Source: an optimization exercise on an open RTL-to-GDS flow (aim: small area and a short achievable clock period). Production flows keep margins and buffers that such runs may drop.
Where RTL was checked, it was by simulation tests only, not by an equivalence proof against the original.
The flow treats the clock pin as an ideal source, which a real chip does not have.
No activity file was given, so power comes from the tool's default toggle rates.

Setup of v6:
==> flow/design.v (excerpt) <==
module lrdcc (
    input  wire        clk,
    input  wire        rst,        
    input  wire [6:0]  ev,         
    output wire        sc_valid,   
    output wire [32:0] sc_word,    
    output wire [7:0]  disp_out,
    output wire        act_up,
    output wire        act_dn
);
For scale: roughly 450 cells after synthesis, about 69 flip-flops, roughly 53 I/O pins.
==> module lrdcc, before the edit <==
module lrdcc (
    input  wire        clk,
    input  wire        rst,        
    input  wire [6:0]  ev,         
    output wire        sc_valid,   
    output wire [32:0] sc_word,    
    output wire [7:0]  disp_out,
    output wire        act_up,
    output wire        act_dn
);
    localparam [3:0] P_CHKS = 4'b0000, P_EST  = 4'b0001, P_MAP  = 4'b0011,
                     P_CLR  = 4'b0010, P_SEG  = 4'b0110, P_CHKC = 4'b0100,
                     P_SHUP = 4'b1000, P_DAU  = 4'b1001, P_DMU  = 4'b1011,
                     P_CLU  = 4'b1010, P_SHDN = 4'b1100, P_DAD  = 4'b1101,
                     P_DMD  = 4'b1111, P_CLD  = 4'b1110;
    localparam [9:0] FTERM = 10'h2B2;    
    wire tkc = ev[6], tkf = ev[5], tach = ev[4];
    wire pu = ev[3], pd = ev[2], cu = ev[1], cd = ev[0];
    localparam [2:0] G_1 = 3'b000, G_6 = 3'b100;
    function [6:0] seg7;
        input [2:0] g;
        seg7 = {g[2] | g[1] | g[0],       
                g[2],                     
                ~g[1] & (g[2] ^ g[0]),    
                g[2] ^ g[0],              
                g[2] | g[1] | ~g[0],      
                ~g[2] | g[0],             
                g[2] ^ g[0]};             
    endfunction
    reg [3:0]  ph;
    reg [14:0] cnt;      
    reg [4:0]  cls;      
    reg [4:0]  ccap;     
    reg        rdy;      
    reg [4:0]  n;        
    reg [4:0]  i;        
    reg [9:0]  ft;       
    reg        fph;      
    reg [2:0]  gear;
    reg        cfu, cfd;
    reg [6:0]  disp;
    reg        act_u, act_d;
    reg        sv, op, cr, cg;
    assign sc_valid = sv;
    assign sc_word  = {op, 3'b000, op, 4'b0000, {8{cr}}, {8{cg}}, 8'h00};
    assign disp_out = {1'b0, disp};
    assign act_up   = act_u;
    assign act_dn   = act_d;
    wire hit =
        ((cls == 5'd1) & &(cnt | ~15'h48E3)) |
        ((cls == 5'd2) & &(cnt | ~15'h3D08)) |
        ((cls == 5'd3) & &(cnt | ~15'h1E84)) |
        ((cls == 5'd4) & &(cnt | ~15'h124E)) |
        ((cls == 5'd5) & &(cnt | ~15'h0C34)) |
        ((cls == 5'd6) & &(cnt | ~15'h08B8)) |
        ((cls == 5'd7) & &(cnt | ~15'h0689)) |
        ((cls == 5'd8) & &(cnt | ~15'h0515)) |
        ((cls == 5'd9) & &(cnt | ~15'h0410)) |
        ((cls == 5'd10) & &(cnt | ~15'h0354)) |
        ((cls == 5'd11) & &(cnt | ~15'h02C5)) |
        ((cls == 5'd12) & &(cnt | ~15'h0258)) |
        ((cls == 5'd13) & &(cnt | ~15'h0202)) |
        ((cls == 5'd14) & &(cnt | ~15'h01BD)) |
        ((cls == 5'd15) & &(cnt | ~15'h0186)) |
        ((cls == 5'd16) & &(cnt | ~15'h0158)) |
        ((cls == 5'd17) & &(cnt | ~15'h0131)) |
        ((cls == 5'd18) & &(cnt | ~15'h0111)) |
        ((cls == 5'd19) & &(cnt | ~15'h00F6)) |
        ((cls == 5'd20) & &(cnt | ~15'h00DE)) |
        ((cls == 5'd21) & &(cnt | ~15'h00CA)) |
        ((cls == 5'd22) & &(cnt | ~15'h00B8)) |
        ((cls == 5'd23) & &(cnt | ~15'h00A9)) |
        ((cls == 5'd24) & &(cnt | ~15'h009B)) |
        ((cls == 5'd25) & &(cnt | ~15'h0090)) |
        ((cls == 5'd26) & &(cnt | ~15'h0084)) |
        ((cls == 5'd27) & &(cnt | ~15'h007B)) |
        ((cls == 5'd28) & &(cnt | ~15'h0073)) |
        ((cls == 5'd29) & &(cnt | ~15'h006A)) |
        ((cls == 5'd30) & &(cnt | ~15'h0064)) |
        ((cls == 5'd31) & &(cnt | ~15'h0BCF));
    wire        cstep   = hit || (cls == 5'd0);
    wire [4:0]  cls_dec = cls - 1'b1;
    wire [9:0]  ft_adv  = {ft[8:0], ~(ft[9] ^ ft[6])};
    wire red  = (n == 5'd31);
    wire emit = !((i == n) || (i == 5'd30));
    always @(posedge clk) begin
        if (rst || tach) begin
            cls <= 5'd0;
        end else if (tkc && cstep) begin
            cls <= cls_dec;
        end
        if (tkc && cstep)
            cnt <= 15'd0;
        else if (tkc)
            cnt <= cnt + 1'b1;
        if (tach)
            ccap <= (tkc && cstep) ? cls_dec : cls;
        if (rst)
            rdy <= 1'b0;
        else if (tach)
            rdy <= 1'b1;
        else if (ph == P_CHKS)
            rdy <= 1'b0;
    end
    always @(posedge clk) begin
        if (rst) begin
            ft  <= 10'd0;
            fph <= 1'b0;
        end else if (tkf) begin
            if (ft == FTERM) begin
                ft  <= 10'd0;
                fph <= ~fph;
            end else begin
                ft  <= ft_adv;
            end
        end
    end
    always @(posedge clk) begin
        if (ph == P_CHKS && rdy)
            n <= ccap;
        else if (ph == P_MAP && red && !fph)
            n <= 5'd0;
        if (ph == P_MAP)
            i <= 5'd0;
        else if (ph == P_SEG && emit)
            i <= i + 1'b1;
        sv <= !rst && (ph == P_CLR || (ph == P_SEG && emit));
        op <= ph[2];
        cr <= ph[2] && (red || i >= 5'd10);
        cg <= ph[2] && !red && (i < 5'd20);
    end
    reg [3:0] ph_n;
    always @* begin
        case (ph)
            P_CHKS:  ph_n = rdy ? P_EST : P_CHKC;
            P_EST:   ph_n = P_MAP;
            P_MAP:   ph_n = P_CLR;
            P_CLR:   ph_n = P_SEG;
            P_SEG:   ph_n = emit ? P_SEG : P_CHKC;
            P_CHKC:  ph_n = (cfu || cfd) ? P_SHUP : P_CHKS;
            P_SHUP:  ph_n = (cfu && gear != G_6) ? P_DAU : P_SHDN;
            P_DAU:   ph_n = P_DMU;
            P_DMU:   ph_n = P_CLU;
            P_CLU:   ph_n = P_SHDN;
            P_SHDN:  ph_n = (cfd && gear != G_1) ? P_DAD : P_CHKS;
            P_DAD:   ph_n = P_DMD;
            P_DMD:   ph_n = P_CLD;
            default: ph_n = P_CHKS;
        endcase
    end
    always @(posedge clk) begin
        if (rst) begin
            ph    <= P_CHKS;
            gear  <= G_1;
            disp  <= 7'h06;
            cfu   <= 1'b0;
            cfd   <= 1'b0;
            act_u <= 1'b0;
            act_d <= 1'b0;
        end else begin
            ph <= ph_n;
            if (ph == P_SHUP && cfu && gear != G_6)
                gear <= {gear[1:0], ~gear[2]};
            else if (ph == P_SHDN && cfd && gear != G_1)
                gear <= {~gear[0], gear[2:1]};
            if (ph == P_DAU || ph == P_DAD)
                disp <= disp | seg7(gear);
            else if (ph == P_DMU || ph == P_DMD)
                disp <= seg7(gear);
            if (!pu && !pd && cu)
                cfu <= 1'b1;
            else if (ph == P_CLU)
                cfu <= 1'b0;
            if (!pu && !pd && !cu && cd)
                cfd <= 1'b1;
            else if (ph == P_CLD)
                cfd <= 1'b0;
            if (pu) begin
                act_u <= 1'b1; act_d <= 1'b0;
            end else if (pd) begin
                act_u <= 1'b0; act_d <= 1'b1;
            end else if (cu || cd) begin
                act_u <= 1'b0; act_d <= 1'b0;
            end
        end
    end
endmodule
export LEC_CHECK = 0
export CAP_MARGIN = 20
export CORE_MARGIN = 2
export CORE_UTILIZATION = 70
export SLEW_MARGIN = 20
create_clock -name core_clock -period 110.0 [get_ports {clk}]
standard.sh (not shown) runs the stock make flow with config.mk's settings and CLKGATE_MAP_FILE= SYNTH_SCRIPT=/design/flow/synth_recipe.tcl, a recipe that flattens the netlist after the stock synthesis.
==> flow/flow/run.sh <==
#!/bin/bash
# The standard layout (standard.sh, standard synthesis unchanged) with:
# buf_1 port buffers; a one-level clock tree (flow/owncts.tcl: the
# flip-flops split by position into CLK_GROUPS balanced groups, each driven
# by one clock buffer fed from the clock port) in place of TritonCTS; and
# the post-CTS / post-global-route timing repair aimed at a setup margin
# just above the design's own slack.
set -uo pipefail
export BUFFER_PORTS_ARGS="-buffer_cell sky130_fd_sc_hd__buf_1"
bash standard.sh place > flow_place.log 2>&1 || exit 1
export RESULTS_DIR=$PWD/orfs/results/sky130hd/lrdcc/base
export PLATFORM_DIR=$FLOW_HOME/platforms/sky130hd
export LIB_FILE=$PLATFORM_DIR/lib/sky130_fd_sc_hd__tt_025C_1v80.lib
export CLK_BUF=sky130_fd_sc_hd__clkbuf_8
export CLK_GROUPS=4
openroad -no_init -exit flow/owncts.tcl > owncts.log 2>&1 || exit 1
bash standard.sh SETUP_SLACK_MARGIN=86.9 finish > flow_finish.log 2>&1
rc=$?
cp orfs/logs/sky130hd/lrdcc/base/*.log . 2>/dev/null
exit $rc
Other scripts of this flow, unchanged in this note and not shown: flow/flow/owncts.tcl
Looking at the reports, v6 completed the entire flow and the layout it produced met the timing, DRC and antenna checks.
Input changes introduced in v7 (baseline for comparison: v6):
--- a/flow/design.v
+++ b/flow/design.v
@@ -35,18 +35,21 @@
     reg [4:0]  n;        
     reg [4:0]  i;        
     reg [9:0]  ft;       
     reg        fph;      
     reg [2:0]  gear;
     reg        cfu, cfd;
-    reg [6:0]  disp;
     reg        act_u, act_d;
     reg        sv, op, cr, cg;
     assign sc_valid = sv;
     assign sc_word  = {op, 3'b000, op, 4'b0000, {8{cr}}, {8{cg}}, 8'h00};
-    assign disp_out = {1'b0, disp};
+    wire [2:0] gear_prev = ph[2] ? {gear[1:0], ~gear[2]} : {~gear[0], gear[2:1]};
+    wire       in_da     = ph[3] & ~ph[1] & ph[0];
+    wire       in_dm     = ph[3] & ph[1] & ph[0];
+    assign disp_out = {1'b0, ({7{in_da | in_dm}} & seg7(gear_prev)) |
+                             ({7{~in_da}} & seg7(gear))};
     assign act_up   = act_u;
     assign act_dn   = act_d;
     wire hit =
         ((cls == 5'd1) & &(cnt | ~15'h48E3)) |
         ((cls == 5'd2) & &(cnt | ~15'h3D08)) |
         ((cls == 5'd3) & &(cnt | ~15'h1E84)) |
@@ -149,27 +152,22 @@
         endcase
     end
     always @(posedge clk) begin
         if (rst) begin
             ph    <= P_CHKS;
             gear  <= G_1;
-            disp  <= 7'h06;
             cfu   <= 1'b0;
             cfd   <= 1'b0;
             act_u <= 1'b0;
             act_d <= 1'b0;
         end else begin
             ph <= ph_n;
             if (ph == P_SHUP && cfu && gear != G_6)
                 gear <= {gear[1:0], ~gear[2]};
             else if (ph == P_SHDN && cfd && gear != G_1)
                 gear <= {~gear[0], gear[2:1]};
-            if (ph == P_DAU || ph == P_DAD)
-                disp <= disp | seg7(gear);
-            else if (ph == P_DMU || ph == P_DMD)
-                disp <= seg7(gear);
             if (!pu && !pd && cu)
                 cfu <= 1'b1;
             else if (ph == P_CLU)
                 cfu <= 1'b0;
             if (!pu && !pd && !cu && cd)
                 cfd <= 1'b1;
Findings:
v7 against v6: storage element area fell by 8.0%, overall die area has decreased, final weighted congestion in routability-driven placement shows an increase of 8.0%. Of v7 and v6, the higher hold slack belongs to v7. When the final numbers for v7 and v6 were put side by side, the design area turned out to be smaller in v6. Of v7 and v6, the lower end-of-flow core utilization belongs to v6. Compared with v6, the router placed more vias in v7. v6 -> v7: number of multi-input combinational cells in the layout increased by a few percent. Number of non-clock buffers in the layout, v7 and v6: higher on v7. v7 vs. v6: power after layout saw little to no change, share of total power in combinational logic shows an increase of 6.0 points, length in cells of the worst reg-to-reg path climbed 3. NOTE: synthesis-stage register bit count in v7 falls short of that of v6. Compare v7 and v6 | area used by multi-input combinational logic higher: v7.
No functional check of the RTL was part of v7.

-- re-timing with driven ports --
How much do the figures lean on ideal ports? The routed layouts below were timed once more, with nothing changed but the port constraints. Step 1 assumes that a clkbuf_16 drives the clock port and a buf_2 every other input. Step 2 times the ports against the registers' clock, not the clock port: input delays grow and output delays shrink by t, the midpoint of the rising clock arrivals with the driver on. a / b / c = ideal ports / drivers / drivers and shift; a / b = the first two.
run | t (ns) | slack for setup (ns) | hold WS [ns] | worst slew at a driven data input, ns
v6 | 0.214 | 86.981 / 87.014 / 86.800 | 0.477 / 0.477 / 0.477 | 0.04
v7 | 0.208 | 86.468 / 86.411 / 86.619 | 0.496 / 0.496 / 0.496 | 0.04
After both steps every run listed still meets setup and hold. The setup slack of v6, which loses most, moves by +0.033 ns with the drivers and by -0.181 ns with both steps.
